Background: an optimization exercise with open tools, aiming at small area, a short achievable clock period and few clock cycles. Do not read the settings as production practice. In this exercise RTL edits were held to simulation tests only and were not proved equivalent to the original. No activity file was given, so power comes from the tool's default toggle rates.

===== flow/run.sh =====
#!/bin/bash
# synth_recipe.tcl (not shown) runs the flow's synth.tcl, then flattens the netlist and writes it again
# the make line also repeats each setting of config.mk as NAME=value (left out here)
make -C /OpenROAD-flow-scripts/flow DESIGN_CONFIG=/design/flow/config.mk WORK_HOME=/design/flow/orfs CLKGATE_MAP_FILE= SYNTH_SCRIPT=/design/flow/synth_recipe.tcl finish

===== flow/config.mk =====
export PLATFORM = sky130hd
export DESIGN_NAME = gfce_codec
export DESIGN_NICKNAME = gfce_codec
export VERILOG_FILES = /design/flow/design.v
export SDC_FILE = /design/flow/constraint.sdc
export NUM_CORES = 4
export LEC_CHECK = 0
export CAP_MARGIN = 20
export CORE_MARGIN = 2
export CORE_UTILIZATION = 40
export SETUP_SLACK_MARGIN = 2.0
export SLEW_MARGIN = 20

===== flow/constraint.sdc =====
create_clock -name core_clock -period 4.0 [get_ports {clk}]
set_input_delay 0.8000 -clock core_clock [delete_from_list [all_inputs] [get_ports {clk}]]
set_output_delay 0.8000 -clock core_clock [all_outputs]
set_load 0.01 [all_outputs]

===== flow/design.v =====
module gfce_crc_byte (
    input  wire [15:0] crc_in,
    input  wire [7:0]  data,
    output reg  [15:0] crc_out
);
    integer i;
    always @(*) begin
        crc_out = crc_in ^ {8'h00, data};
        for (i = 0; i < 8; i = i + 1) begin
            if (crc_out[0])
                crc_out = (crc_out >> 1) ^ 16'h8408;
            else
                crc_out = crc_out >> 1;
        end
    end
endmodule
module gfce_tx #(
    parameter [7:0] LOCAL_ADDR = 8'h42
) (
    input  wire       clk,
    input  wire       rst,
    input  wire       req_valid,
    output wire       req_ready,
    input  wire [7:0] req_dest,
    input  wire [7:0] req_cmd,
    input  wire [7:0] req_plen,
    input  wire       pl_valid,
    output wire       pl_ready,
    input  wire [7:0] pl_data,
    output wire       out_valid,
    input  wire       out_ready,
    output wire [7:0] out_data,
    output reg        done,
    output wire [3:0] done_status,
    output wire [7:0] done_inserted
);
    localparam [7:0] ESC = 8'hE0, ACK = 8'hE1, SOF = 8'hE2, EOF = 8'hE3;
    localparam [7:0] MAX_PAYLOAD = 8'd247;
    localparam [15:0] CRC_SOF = 16'hC4FF;    
    localparam [3:0] S_START = 4'd0, S_DEST = 4'd1, S_LEN = 4'd2, S_SRC = 4'd3,
                     S_CMD = 4'd4, S_PAY = 4'd5, S_CRCH = 4'd6, S_CRCL = 4'd7,
                     S_EOF = 4'd8, S_ACK = 4'd9, S_WAIT = 4'd10, S_REJ = 4'd11;
    reg [3:0]  state;
    reg        hv, sv;         
    reg [7:0]  h, s;
    reg        pend;           
    reg [1:0]  pend_lo;        
    reg [15:0] crc;            
    reg [7:0]  count;          
    reg [7:0]  inserted;       
    reg        rej;            
    wire gen = !sv;                  
    wire pop = hv && out_ready;
    assign out_valid     = hv;
    assign out_data      = h;
    assign done_status   = {rej, 3'b000};
    assign done_inserted = inserted;
    reg [7:0] fb;
    always @(*) begin
        case (state)
            S_DEST:  fb = req_dest;
            S_LEN:   fb = {req_plen[7:3] + 5'd1, req_plen[2:0]};
            S_SRC:   fb = LOCAL_ADDR;
            S_CMD:   fb = req_cmd;
            S_PAY:   fb = pl_data;
            S_CRCH:  fb = crc[15:8];
            S_CRCL:  fb = crc[7:0];
            default: fb = pl_data;
        endcase
    end
    wire res = (fb[7:2] == 6'b111000);
    wire [15:0] crc_in = (state == S_DEST) ? CRC_SOF : crc;
    wire [15:0] crc_next;
    gfce_crc_byte u_crc (.crc_in(crc_in), .data(fb), .crc_out(crc_next));
    assign req_ready = ((state == S_CMD) && gen && !pend) || (state == S_REJ);
    assign pl_ready  = (state == S_PAY) && gen && !pend;
    reg       push, proc;
    reg [7:0] pb;
    always @(*) begin
        proc = 1'b0;
        pb   = res ? ESC : fb;
        if (pend)
            pb = {6'b110000, pend_lo};
        else case (state)
            S_START: begin proc = req_valid && (req_plen <= MAX_PAYLOAD); pb = SOF; end
            S_DEST, S_LEN, S_SRC, S_CMD, S_CRCH, S_CRCL: proc = 1'b1;
            S_PAY:   proc = pl_valid;
            S_EOF:   begin proc = 1'b1; pb = EOF; end
            S_ACK:   begin proc = 1'b1; pb = ACK; end
            default: proc = 1'b0;
        endcase
        push = gen && (pend || proc);
        proc = gen && !pend && proc;
    end
    wire interior = (state >= S_DEST) && (state <= S_CRCL);
    wire esc_now  = proc && interior && res;
    wire ack_gone = (state == S_WAIT) && pop && !sv;
    always @(posedge clk) begin
        if (rst) begin
            state <= S_START;
            hv    <= 1'b0;
            sv    <= 1'b0;
            pend  <= 1'b0;
            done  <= 1'b0;
        end else begin
            done <= ack_gone || (state == S_REJ);
            if (pop) begin
                if (sv) sv <= 1'b0;
                else if (!push) hv <= 1'b0;
            end else if (push) begin
                if (hv) sv <= 1'b1;
                else hv <= 1'b1;
            end
            if (gen) begin
                if (pend) pend <= 1'b0;
                else if (esc_now) pend <= 1'b1;
            end
            if (proc) begin
                case (state)
                    S_START: state <= S_DEST;
                    S_DEST:  state <= S_LEN;
                    S_LEN:   state <= S_SRC;
                    S_SRC:   state <= S_CMD;
                    S_CMD:   state <= (req_plen == 8'd0) ? S_CRCH : S_PAY;
                    S_PAY:   if (count == 8'd1) state <= S_CRCH;
                    S_CRCH:  state <= S_CRCL;
                    S_CRCL:  state <= S_EOF;
                    S_EOF:   state <= S_ACK;
                    S_ACK:   state <= S_WAIT;
                    default: state <= S_START;
                endcase
            end else if (state == S_START) begin
                if (req_valid) state <= S_REJ;
            end else if (state == S_REJ || ack_gone) begin
                state <= S_START;
            end
        end
    end
    always @(posedge clk) begin
        rej <= (state == S_REJ);
        if (pop) begin
            if (sv) h <= s;
            else if (push) h <= pb;
        end else if (push) begin
            if (hv) s <= pb;
            else h <= pb;
        end
        if (esc_now) pend_lo <= fb[1:0];
        if (proc) begin
            if (state == S_START)
                inserted <= 8'd0;
            else if (esc_now)
                inserted <= inserted + 8'd1;
            if (state >= S_DEST && state <= S_PAY)
                crc <= crc_next;
            if (state == S_CMD)
                count <= req_plen;
            else if (state == S_PAY)
                count <= count - 8'd1;
        end
    end
endmodule
module gfce_rx (
    input  wire       clk,
    input  wire       rst,
    input  wire       in_valid,
    output wire       in_ready,
    input  wire [7:0] in_data,
    output reg        pl_valid,
    output reg  [7:0] pl_data,
    output reg        done,
    output wire [3:0] status,
    output wire [7:0] msg_dest,
    output wire [7:0] msg_len,
    output wire [7:0] msg_src,
    output wire [7:0] msg_cmd
);
    localparam [7:0] ESC = 8'hE0, SOF = 8'hE2, EOF = 8'hE3;
    localparam [7:0] RX_LIMIT = 8'd255;    
    localparam [15:0] CRC_SOF = 16'hC4FF;  
    localparam [2:0] ST_OK = 3'h0, ST_LENGTH = 3'h3, ST_CHECKSUM = 3'h4,
                     ST_TRUNC = 3'h6, ST_UNREC = 3'h7;
    reg [7:0]  idx;         
    reg        escp;        
    reg        escerr;      
    reg [15:0] crc;         
    reg [7:0]  d1, d2;      
    reg [7:0]  b_dest, b_len, b_src, b_cmd;
    reg [2:0]  st;
    assign in_ready = 1'b1;
    assign status   = {1'b0, st};
    assign msg_dest = b_dest;
    assign msg_len  = b_len;
    assign msg_src  = b_src;
    assign msg_cmd  = b_cmd;
    wire [15:0] crc_cur = (idx == 8'd2) ? CRC_SOF : crc;
    wire [15:0] crc_next;
    gfce_crc_byte u_crc (.crc_in(crc_cur), .data(d2), .crc_out(crc_next));
    wire is_sof = (in_data == SOF);
    wire is_eof = (in_data == EOF);
    wire is_esc = (in_data == ESC);
    wire [7:0] value    = {in_data[7:6], in_data[5] ^ escp, in_data[4:0]};
    wire       reserved = (value[7:2] == 6'b111000);
    wire       other    = in_valid && !is_sof && !is_eof && !is_esc;
    wire       store    = other && (idx != RX_LIMIT);
    reg [2:0] eof_status;
    always @(*) begin
        if (escerr)
            eof_status = ST_UNREC;
        else if (escp)
            eof_status = ST_TRUNC;
        else if (idx < 8'd2)
            eof_status = ST_LENGTH;
        else if ({1'b0, b_len} != {1'b0, idx} + 9'd2)
            eof_status = ST_LENGTH;
        else if (crc_cur != {d2, d1})
            eof_status = ST_CHECKSUM;
        else if (b_len < 8'd8)
            eof_status = ST_LENGTH;
        else
            eof_status = ST_OK;
    end
    always @(posedge clk) begin
        if (rst) begin
            idx      <= 8'd0;
            escp     <= 1'b0;
            escerr   <= 1'b0;
            pl_valid <= 1'b0;
            done     <= 1'b0;
        end else begin
            done     <= in_valid && is_eof;
            pl_valid <= store && (idx >= 8'd6);
            if (in_valid) begin
                if (is_sof || is_eof) begin
                    idx    <= 8'd0;
                    escp   <= 1'b0;
                    escerr <= 1'b0;
                end else if (is_esc) begin
                    if (escp)
                        escerr <= 1'b1;
                    escp <= 1'b1;
                end else begin
                    escp <= 1'b0;
                    if (escp && !reserved)
                        escerr <= 1'b1;
                    if (store)
                        idx <= idx + 8'd1;
                end
            end
        end
    end
    always @(posedge clk) begin
        pl_data <= d2;
        if (in_valid && is_eof)
            st <= eof_status;
        if (store) begin
            d1 <= value;
            d2 <= d1;
            if (idx >= 8'd2)
                crc <= crc_next;
            case (idx)
                8'd0: b_dest <= value;
                8'd1: b_len  <= value;
                8'd2: b_src  <= value;
                8'd3: b_cmd  <= value;
                default: ;
            endcase
        end
    end
endmodule
module gfce_codec (
    input  wire       clk,
    input  wire       rst,
    input  wire       tx_req_valid,
    output wire       tx_req_ready,
    input  wire [7:0] tx_req_dest,
    input  wire [7:0] tx_req_cmd,
    input  wire [7:0] tx_req_plen,
    input  wire       tx_pl_valid,
    output wire       tx_pl_ready,
    input  wire [7:0] tx_pl_data,
    output wire       tx_out_valid,
    input  wire       tx_out_ready,
    output wire [7:0] tx_out_data,
    output wire       tx_done,
    output wire [3:0] tx_done_status,
    output wire [7:0] tx_done_inserted,
    input  wire       rx_in_valid,
    output wire       rx_in_ready,
    input  wire [7:0] rx_in_data,
    output wire       rx_pl_valid,
    output wire [7:0] rx_pl_data,
    output wire       rx_done,
    output wire [3:0] rx_status,
    output wire [7:0] rx_dest,
    output wire [7:0] rx_len,
    output wire [7:0] rx_src,
    output wire [7:0] rx_cmd
);
    gfce_tx #(.LOCAL_ADDR(8'h42)) u_tx (
        .clk(clk), .rst(rst),
        .req_valid(tx_req_valid), .req_ready(tx_req_ready),
        .req_dest(tx_req_dest), .req_cmd(tx_req_cmd), .req_plen(tx_req_plen),
        .pl_valid(tx_pl_valid), .pl_ready(tx_pl_ready), .pl_data(tx_pl_data),
        .out_valid(tx_out_valid), .out_ready(tx_out_ready), .out_data(tx_out_data),
        .done(tx_done), .done_status(tx_done_status), .done_inserted(tx_done_inserted)
    );
    gfce_rx u_rx (
        .clk(clk), .rst(rst),
        .in_valid(rx_in_valid), .in_ready(rx_in_ready), .in_data(rx_in_data),
        .pl_valid(rx_pl_valid), .pl_data(rx_pl_data),
        .done(rx_done), .status(rx_status),
        .msg_dest(rx_dest), .msg_len(rx_len), .msg_src(rx_src), .msg_cmd(rx_cmd)
    );
endmodule

==> results of run 1 <==
Yosys cell counts (6+ instances only):
master    number
nor3_1        18
inv_1         20
buf_2         13
edfxtp_1     117
o21ai_1        9
and3_1        15
ha_1          10
and2_1         6
or4_1         10
nand2b_1      13
clkbuf_1      15
a21oi_1       19
nor2_1        76
xnor2_1       65
buf_6          8
a31oi_1       11
dfxtp_1       29
buf_4          7
or3_1          7
xor2_1        32
nand3_1       18
nand2_1       50
o21ai_0       20
nor2b_1       13
nand4_1        6
repair_timing:
action / CTS / global route
cloned: 2 / 3
resized for setup: 254 / 80
buffers inserted: 93 / 44
setup endpoints to repair: 254 / 182
pin swaps: 45 / 52
per-stage QoR:
step	hold WS (ns)	area, sq um	worst slack, ns
after global routing	0.526	12100	1.31
after CTS	0.500	11400	1.47
after floorplan	0.346	8290	1.42
final	0.500	12100	1.37
after global placement	0.476	9450	0.653
after detailed placement	0.486	9450	0.597
final timing paths:
| kind | from | to | cells past startpoint |
|---|---|---|---|
| max | u_tx.state[0] | u_tx.inserted[0] | 9 |
| min | u_rx.d2[6] | u_rx.pl_data[6] | 0 |
| max reg2reg | u_tx.state[0] | u_tx.inserted[0] | 9 |
| min reg2reg | u_rx.d2[6] | u_rx.pl_data[6] | 0 |
layer usage:
metal	vias up	track usage, %
met5	-	0
met4	0	7.15
met3	54	5.70
met2	311	36.1
met1	3333	29.3
li1	3108	-
layout by cell type (no fill, tap or decap), types with 8 or more instances in the layout:
cell type and count:
nand3_1 17, nand2_1 44, dfxtp_1 14, clkbuf_16 20
a31oi_1 9, clkdlybuf4s50_1 22, dlygate4sd2_1 70, nor3_1 13
buf_12 11, xor2_1 31, edfxtp_1 117, o21ai_0 19
xnor2_2 12, and3_4 8, inv_1 15, xnor2_1 50
nor2_1 65, buf_6 54, dfxtp_4 9, buf_4 82
a21oi_1 15, nand2b_1 11
cell type report:
type | count | area (sq um) | share of cell area (%)
Timing Repair Buffer | 263 | 2550 | 21.1
Multi-Input combinational cell | 513 | 4370 | 36.2
Inverter | 20 | 90.1 | 0.745
Clock buffer | 17 | 425 | 3.52
Clock inverter | 15 | 189 | 1.56
Sequential cell | 146 | 4140 | 34.2
Tap cell | 265 | 332 | 2.74
cells by family (layout without fill, tap and decap cells):
group                      after synthesis  after routing  share of synthesized area, %
AOI/OAI and AO/OA                      123            123                          11.6
xor gates and xnor gates                99             99                          11.1
adders and majority gates               10             10                          1.58
buffers and inverters                   66            315                          4.43
DFF                                    146            146                          51.7
muxes                                   13             13                          1.95
other                                    2              5                        0.0949
and+or+nand+nor                        261            263                          17.5
where the power goes:
part / switching [W] / total (W) / internal, W / leakage (nW)
combinational: 0.00216 / 0.00447 / 0.00231 / 2.98
sequential: 0.000242 / 0.00244 / 0.00219 / 1.33
clock: 0.000757 / 0.00160 / 0.000847 / 0.290
==> flow_summary.ini, run 1 <==
[status]
status = finished clean

[route]
drtPass1Iterations = 5
wl_met2_mm = 12.1
num_vias = 6806
drt-met1-wl_mm = 10.5
drtIter0Drc = 511
ant_nets = 0
wl_mm = 24.9
post_drt_wl_per_cell_um = 20.1
wl_met3_mm = 1.73
viasPerCell = 5.49
drc = 0
dr.max_layer_used = met4

[synth]
synth_top_area_share_pct = 44.4
synth-seq-cells = 146
synthArstFlopShare_pct = 0
postSynthCellCount = 720
yosys-top-cells-area = edfxtp_1, dfxtp_1, xnor2_1
syn_area_sq_um = 7910
yosysTopAreaCell = edfxtp_1
ys_seq_area_share_pct = 51.7
syn_area_per_cell_sq_um = 11.0
ys_warn_count = 3
synthDistinctLibCells = 83
synth_edf_count = 117
synthFlopType = edfxtp_1

[setup_path]
cp_num_buf_inv = 3
worstSetupPathType = reg -> reg
crit_top_cell = buf_12
worst_ep_required_time_ns = 4.13
cp_slowest_cell = or4b_4
worstSetupStartpointType = flip-flop
crit_chain = buf_12 > buf_12 > or4b_4 > nor2_4 > nor4_4 > buf_4 > nor4bb_2 > and3b_2 > a2bb2o_4
reg2reg_slack_ns = 1.37
end_kind = flip-flop
worstPathArrival_ns = 2.76
path_max_fanout = 8
cp_top_family = simple AND/OR/NAND/NOR gates
cpPeakStageDelay_ns = 0.54

[global_route]
antenna_found_initial = 0
grt_pass1_vias = 6461
grt-ovfl-total = 0
grt_max_degree = 27
track_usage_pct = 22.3
grt_pass1_wl_mm = 35.3

[placement]
hpwl_mm = 14.4
gp_congestion = 0.896
port_buffers = 111
place_inst = 1065

[clocking]
cts_buffers = 17
insertion_delay_ns = 0.43
htreeDepth = 4
cts_root_buf = clkbuf_16
clockBufferDepth = 2
clk_transition_reported_paths_ns = 0.06
cts.hold.buffers_added = 0
cts.sinks = 146
cts_tree = yes

[job]
cap_violations = 0

[min_path]
hold_class = reg -> reg

[die]
row_count = 51
core_area_sq_um = 19500
dieHeight_um = 145
initial_utilization_pct = 40.6
ios = 117
die_w_um = 145
dieArea_sq_um = 20900

[layout]
fillers = 1483
drive_above_1_share_pct = 35.6
syn2layout_area_growth_pct = 52.9
fin_cells = 1239
fin_util_pct = 62.1
diodes = 0
top_regs = u_rx.crc (16), u_tx.crc (16)
nNetsFinal = 1017

[sta]
maxSlewHeadroom_pct = 37.3
worst_slew_pin_slew_ns = 0.937
finalCritPeriodShare_pct = 65.7
period_needed_ns = 2.63
slew_violations = 0
final_hold_viol_count = 0
finalSetupViolations = 0
skew_ns = 0.0129
setup_tns_ns = 0
grt_setup_unrepaired = yes
max_freq_mhz = 380

[power]
finalPower_w = 0.00850
p_per_area_nw_per_um2 = 703
leakage_nw = 4.60
ir_worst_vdd_mv = 0.405
Testbench counts, summed over its fixed seeds: cycles 18,389.
==> run 2: changes to the inputs <==
--- a/flow/config.mk
+++ b/flow/config.mk
@@ -8,5 +8,5 @@
 export CAP_MARGIN = 20
 export CORE_MARGIN = 2
 export CORE_UTILIZATION = 40
-export SETUP_SLACK_MARGIN = 2.0
+export SETUP_SLACK_MARGIN = 1.5
 export SLEW_MARGIN = 20
==> run 2 against run 1 <==
Net effect:
- power fell by 13%
- non-clock buffer count fell by 83
- hold slack improved by 0.019 ns
- critical path depth rose by 1
- register-to-register slack improved by 0.08 ns
- via count fell by 8.0%
- combinational power fell by 25%
- maximum frequency rose by 3.1%
- flip-flop and latch count did not move
- global-route usage fell by 1.8 points
- clock skew rose by 0.0050 ns
- clock power barely moved
==> flow_summary.ini, run 2 <==
[placement]
gp_congestion = 0.851
dpl-instance-area_sq_um = 9270
pre_cts_slack_ns = 0.472
place_inst = 1063
port_buffers = 111
hpwl_mm = 14.3

[setup_path]
reg2reg_slack_ns = 1.45
path_max_fanout = 5
end_kind = flip-flop
worstSetupPathType = reg -> reg
worstSetupStartpointType = flip-flop
timing.critical_path.from = u_rx.idx[2]
worstPathArrival_ns = 2.73
r2r_cells = 10
worst_r2r_endpoint = u_rx.st[2]
reg2reg_from = u_rx.idx[2]
worst_ep_required_time_ns = 4.18

[sta]
whs_ns = 0.520
worst_slew_pin_slew_ns = 0.811
setup_tns_ns = 0
worst_slack_ns = 1.45
slew_violations = 0
finalSetupViolations = 0
skew_ns = 0.0179
max_freq_mhz = 392
period_needed_ns = 2.55
final_hold_viol_count = 0
grt_setup_unrepaired = yes
maxSlewHeadroom_pct = 45.7
finalCritPeriodShare_pct = 63.8

[route]
ant_nets = 0
drtPass1Iterations = 5
wl_mm = 21.2
viasPerCell = 5.42
drtIter0Drc = 446
drc = 0
num_vias = 6259
post_drt_wl_per_cell_um = 18.4

[clocking]
cts.sinks = 146
htreeDepth = 4
cts_tree = yes
cts_buffers = 17
clk_transition_reported_paths_ns = 0.07
insertion_delay_ns = 0.43
clockBufferDepth = 2
cts.hold.buffers_added = 0
cts_root_buf = clkbuf_16

[global_route]
antenna_found_initial = 0
grt_max_degree = 26
grt_pass1_wl_mm = 33.0
track_usage_pct = 20.4
grt_pass1_vias = 6284
grt-ovfl-total = 0

[die]
row_count = 51
core_area_sq_um = 19500
die_w_um = 145
dieHeight_um = 145
ios = 117
dieArea_sq_um = 20900
initial_utilization_pct = 40.6

[synth]
ys_warn_count = 3
synth_commonest_cells = edfxtp_1, nor2_1, xnor2_1
synth_top_area_share_pct = 44.4
yosys-top-cells-area = edfxtp_1, dfxtp_1, xnor2_1
postSynthCellCount = 720
synthDistinctLibCells = 83
syn_area_sq_um = 7910
synth-seq-cells = 146
synthArstFlopShare_pct = 0
synthFlopType = edfxtp_1
synth_edf_count = 117
synth_most_common_cell = edfxtp_1
syn_area_per_cell_sq_um = 11.0
yosysTopAreaCell = edfxtp_1
ys_seq_area_share_pct = 51.7

[layout]
fin_cells = 1155
top_regs = u_rx.crc (16), u_tx.crc (16)
nNetsFinal = 933
fillers = 1631
final_area_sq_um = 10800
diodes = 0
multiInputGateArea_sq_um = 3830
final-seq-area_sq_um = 4120
final_cell_mix = edfxtp_1, clkdlybuf4s50_1, nor2_1
final_common_cell = edfxtp_1
drive_above_1_share_pct = 20.4
syn2layout_area_growth_pct = 36.5

[power]
p_per_area_nw_per_um2 = 687
ir_worst_vdd_mv = 0.411
leakage_nw = 3.94

[min_path]
min_delay_path_depth = 0
min_from = u_rx.d2[4]
min_to = u_rx.pl_data[4]
hold_class = reg -> reg

[status]
status = finished clean

[job]
cap_violations = 0
run 2: cell counts after synthesis:
No cell type changed its count.
run 2: stage by stage:
step / power, W / utilization, %
floorplan: 0.00442 / -
global placement: 0.00506 / 47.6
detailed placement: 0.00513 / 47.6
CTS: 0.00709 / 53.4
global route: 0.00781 / 55.5
finish: 0.00742 / 55.5
run 2: routing by layer:
metal | global-route usage, % | wire length (um) | vias up
li1 | - | - | 2919
met1 | 27.7 | 9450 | 3080
met2 | 32.9 | 10000 | 233
met3 | 5.03 | 1450 | 27
met4 | 5.37 | 303 | 0
met5 | 0 | 0 | -
run 2: repair_timing:
item	in CTS	in global routing
hold endpoints to repair	0	0
endpoints found under the setup margin	123	69
cloned	1	2
setup buffers	37	20
gates resized for setup	53	45
pin swaps	19	20
run 2: final cells by class:
class | instances | share of cell area (%)
multi-input cells | 512 | 35.5
clock inverters | 15 | 1.93
repair buffers | 180 | 16.7
flip-flops and latches | 146 | 38.2
inverters | 20 | 0.718
clock buffers | 17 | 3.94
well taps | 265 | 3.07
run 2: worst max-delay path, stage by stage (launching register included):
cell and delay [ns]:
dfxtp_4 0.36, inv_4 0.04, ha_4 0.14, nor2b_4 0.12
buf_6 0.12, and3_4 0.19, buf_6 0.13, or4_4 0.53
a22oi_2 0.16, nand4_1 0.21, a211o_1 0.31
run 2: worst max-delay path by stage:
stage                  endpoint  slack (ns)  depth (start not counted)
2_1_floorplan  u_tx.inserted[0]        1.42                          7
3_3_place_gp   u_tx.inserted[7]        0.60                          7
3_5_place_dp   u_tx.inserted[6]        0.47                          7
4_1_cts            tx_req_ready        1.28                          4
5_1_grt              u_rx.st[2]        1.34                         10
6_report             u_rx.st[2]        1.45                         10
run 2: where the power goes:
group	internal, W	total, W	switching (W)
Combinational	0.00168	0.00334	0.00166
Clock	0.000859	0.00163	0.000769
Sequential	0.00219	0.00246	0.000262
Total	0.00473	0.00742	0.00269
run 2: cells by family (layout without fill, tap and decap cells):
group,count (synthesis),count (layout),share of synthesized area [%]
other,2,5,0.0949
multiplexers,13,13,1.95
AND/OR/NAND/NOR,261,262,17.5
adder cells (fa/ha/maj),10,10,1.58
AO/OA/AOI/OAI,123,123,11.6
flip-flops,146,146,51.7
buffers and inverters,66,232,4.43
XOR/XNOR,99,99,11.1
==> run 3: changes to the inputs <==
--- a/flow/config.mk
+++ b/flow/config.mk
@@ -8,5 +8,4 @@
 export CAP_MARGIN = 20
 export CORE_MARGIN = 2
 export CORE_UTILIZATION = 40
-export SETUP_SLACK_MARGIN = 1.5
 export SLEW_MARGIN = 20
==> run 3 against run 2 <==
Net effect:
- sequential share of layout area grew 3.4 points
- combinational power shrank 22%
- maximum frequency shrank 26%
- worst setup slack lost 0.88 ns
- non-clock buffer count shrank 50
- area after synthesis is the same
- sequential power is essentially flat
- first-iteration DRC count shrank 3.8%
- largest power group unchanged
- highest routed layer unchanged
==> flow_summary.ini, run 3 <==
[clocking]
cts_buffers = 17
cts.hold.buffers_added = 0
cts_tree = yes
insertion_delay_ns = 0.42
clockBufferDepth = 2
cts_resized = 0
cts_root_buf = clkbuf_16
cts.sinks = 146
htreeDepth = 4
cts_setup_buffers = 0
clk_transition_reported_paths_ns = 0.06

[placement]
dpl-instance-area_sq_um = 9240
gp_congestion = 0.910
port_buffers = 111
hpwl_mm = 14.6

[min_path]
hold_class = reg -> reg
min_from = u_rx.d2[5]

[die]
dieArea_sq_um = 20900
ios = 117
die_w_um = 145
initial_utilization_pct = 40.6
core_area_sq_um = 19500
row_count = 51
dieHeight_um = 145

[power]
p_clk_share_pct = 24.5
power.switching_w = 0.00238
p_sw_share_pct = 35.4
power.share.sequential_pct = 36.6
leakage_nw = 3.43
internal_power_w = 0.00435
ir_worst_vdd_mv = 0.378
combPwrFrac_pct = 39.0
p_per_area_nw_per_um2 = 683

[route]
post_drt_wl_per_cell_um = 18.0
drc = 0
wl_mm = 19.8
viasPerCell = 5.40
num_vias = 5962
drtPass1Iterations = 5
drtIter0Drc = 429
ant_nets = 0

[global_route]
grt-ovfl-total = 0
grt_pass1_vias = 5855
grt_pass1_wl_mm = 31.3
grt_max_degree = 30
antenna_found_initial = 0
track_usage_pct = 19.5

[layout]
drive_above_1_share_pct = 9.18
syn2layout_area_growth_pct = 24.5
diodes = 0
final_cell_mix = edfxtp_1, clkdlybuf4s50_1, nor2_1
nNetsFinal = 882
top_regs = u_rx.crc (16), u_tx.crc (16)
final_area_sq_um = 9850
final_common_cell = edfxtp_1

[sta]
final_hold_viol_count = 0
maxSlewHeadroom_pct = 36.1
skew_ns = 0.0124
finalCritPeriodShare_pct = 85.6
finalSetupViolations = 0
setup_tns_ns = 0
slew_violations = 0
worst_slew_pin_slew_ns = 0.957
period_needed_ns = 3.43
max_freq_mhz = 292
grt_setup_unrepaired = no

[setup_path]
cpPeakStageDelay_ns = 0.94
worstPathArrival_ns = 2.63
cp_slowest_cell = dfxtp_1
timing.critical_path.from = u_tx.state[1]
worst_ep_required_time_ns = 3.20
crit_chain = inv_1 > nand2_1 > nor3_1 > buf_4 > a21o_1 > clkdlybuf4s50_1
path_max_fanout = 29
worstSetupPathType = reg -> out
worstSetupStartpointType = flip-flop
reg2reg_from = u_tx.state[1]
end_kind = output port

[synth]
synth_most_common_cell = edfxtp_1
ys_seq_area_share_pct = 51.7
synthFlopType = edfxtp_1
syn_area_per_cell_sq_um = 11.0
yosys-top-cells-area = edfxtp_1, dfxtp_1, xnor2_1
syn_area_sq_um = 7910
synth_edf_count = 117
postSynthCellCount = 720
synthDistinctLibCells = 83
synthArstFlopShare_pct = 0
yosysTopAreaCell = edfxtp_1
synth-seq-cells = 146
synth_commonest_cells = edfxtp_1, nor2_1, xnor2_1
synth_top_area_share_pct = 44.4
ys_warn_count = 3

[status]
status = finished clean

[job]
cap_violations = 0
[run 3: cell count changes in the layout (fill, tap and decap cells not counted), sizes merged]
| cell | before | now |
|---|---|---|
| clkinv | 10 | 3 |
| inv | 25 | 30 |
| clkbuf | 19 | 17 |
| dlymetal6s2s | 10 | 0 |
| clkdlybuf4s15 | 2 | 0 |
| bufinv | 0 | 2 |
| clkdlybuf4s50 | 91 | 111 |
| and3 | 16 | 15 |
| dlygate4sd2 | 8 | 0 |
| buf | 67 | 19 |
[run 3: area by class of cell]
class	instances	area, sq um
timing repair buffer	130	1250
fill	1718	9610
sequential	146	4090
clock buffer	17	425
inverter	20	75.1
clock inverter	15	185
multi-input combinational	511	3480
tap	265	332
[run 3: worst max-delay path: cells and delay by family (launching register included)]
kind,cells,cell delay (ns)
simple gates,2,0.19
compound gates,1,0.17
buf+inv,3,0.90
flops,1,0.94
[run 3: cells by family after synthesis]
group	synth area share, %
multiplexers	1.95
adder cells (fa/ha/maj)	1.58
buffers and inverters	4.43
other	0.0949
AND/OR/NAND/NOR	17.5
XOR/XNOR	11.1
flip-flops	51.7
AO/OA/AOI/OAI	11.6
[run 3: final timing paths]
check	cells after the start	to	slack [ns]
setup / recovery	6	tx_req_ready	0.57
hold / removal	0	u_rx.pl_data[5]	0.51
setup reg to reg	5	u_tx.inserted[3]	0.75
hold reg to reg	0	u_rx.pl_data[5]	0.51
[run 3: routing by layer]
layer / up-vias / track usage [%] / share of wire (%)
met5: - / 0 / 0
li1: 2822 / - / -
met1: 2915 / 26.6 / 46
met4: 0 / 5.93 / 1.4
met2: 204 / 30.8 / 47
met3: 21 / 4.64 / 5.6
[run 3: stage by stage]
stage                     utilization (%)  hold slack (ns)  total power [W]  worst slack (ns)  std cells
final                                50.6            0.509          0.00673             0.575       1104
after global routing                 50.6            0.527          0.00711             0.455       1104
after CTS                            50.6            0.516          0.00676             0.610       1104
after detailed placement             47.5            0.496          0.00509             0.458       1072
after global placement               47.5            0.484          0.00503             0.580       1072
after floorplan                         -            0.346          0.00436             0.356        723
[run 3: power by group through the flow]
stage,combinational (W),sequential [W],clock [W]
final,0.00262,0.00246,0.00165
after CTS,0.00263,0.00246,0.00167
after global routing,0.00288,0.00250,0.00174
after floorplan,0.00195,0.00241,0
after detailed placement,0.00260,0.00249,0
after global placement,0.00255,0.00248,0

## port drivers added, routing unchanged
The flow's constraints put no driver on any port. The routed layouts listed below were extracted and timed again, unchanged, in two steps.
Step 1 sets driving cells, clkbuf_16 on the clock port and buf_2 on the other inputs (assumed; they add their load-dependent delay and slew).
Step 2 moves the port delays by t, midway between the first and last clock arrival at a register: inputs arrive t later, outputs are due t later. That takes back most of the time a late clock gives input paths.
a / b / c = ideal ports / drivers / drivers and shift; a / b = the first two.
| run | t (ns) | slack for setup (ns) | worst setup path after step 2 | worst slew at a driven data input, ns | cell pins on the clock port's net |
|---|---|---|---|---|---|
| run 1 | 0.472 | 1.371 / 1.371 / 0.922 | input to register | 0.05 | 1 |
| run 2 | 0.462 | 1.450 / 1.450 / 1.048 | input to register | 0.05 | 1 |
| run 3 | 0.461 | 0.575 / 0.529 / 0.443 | input to register | 0.05 | 1 |
After both steps every run listed still meets setup and hold. For run 1, which loses most, drivers alone change the setup slack by 0.000 ns; drivers and shift together by -0.449 ns.
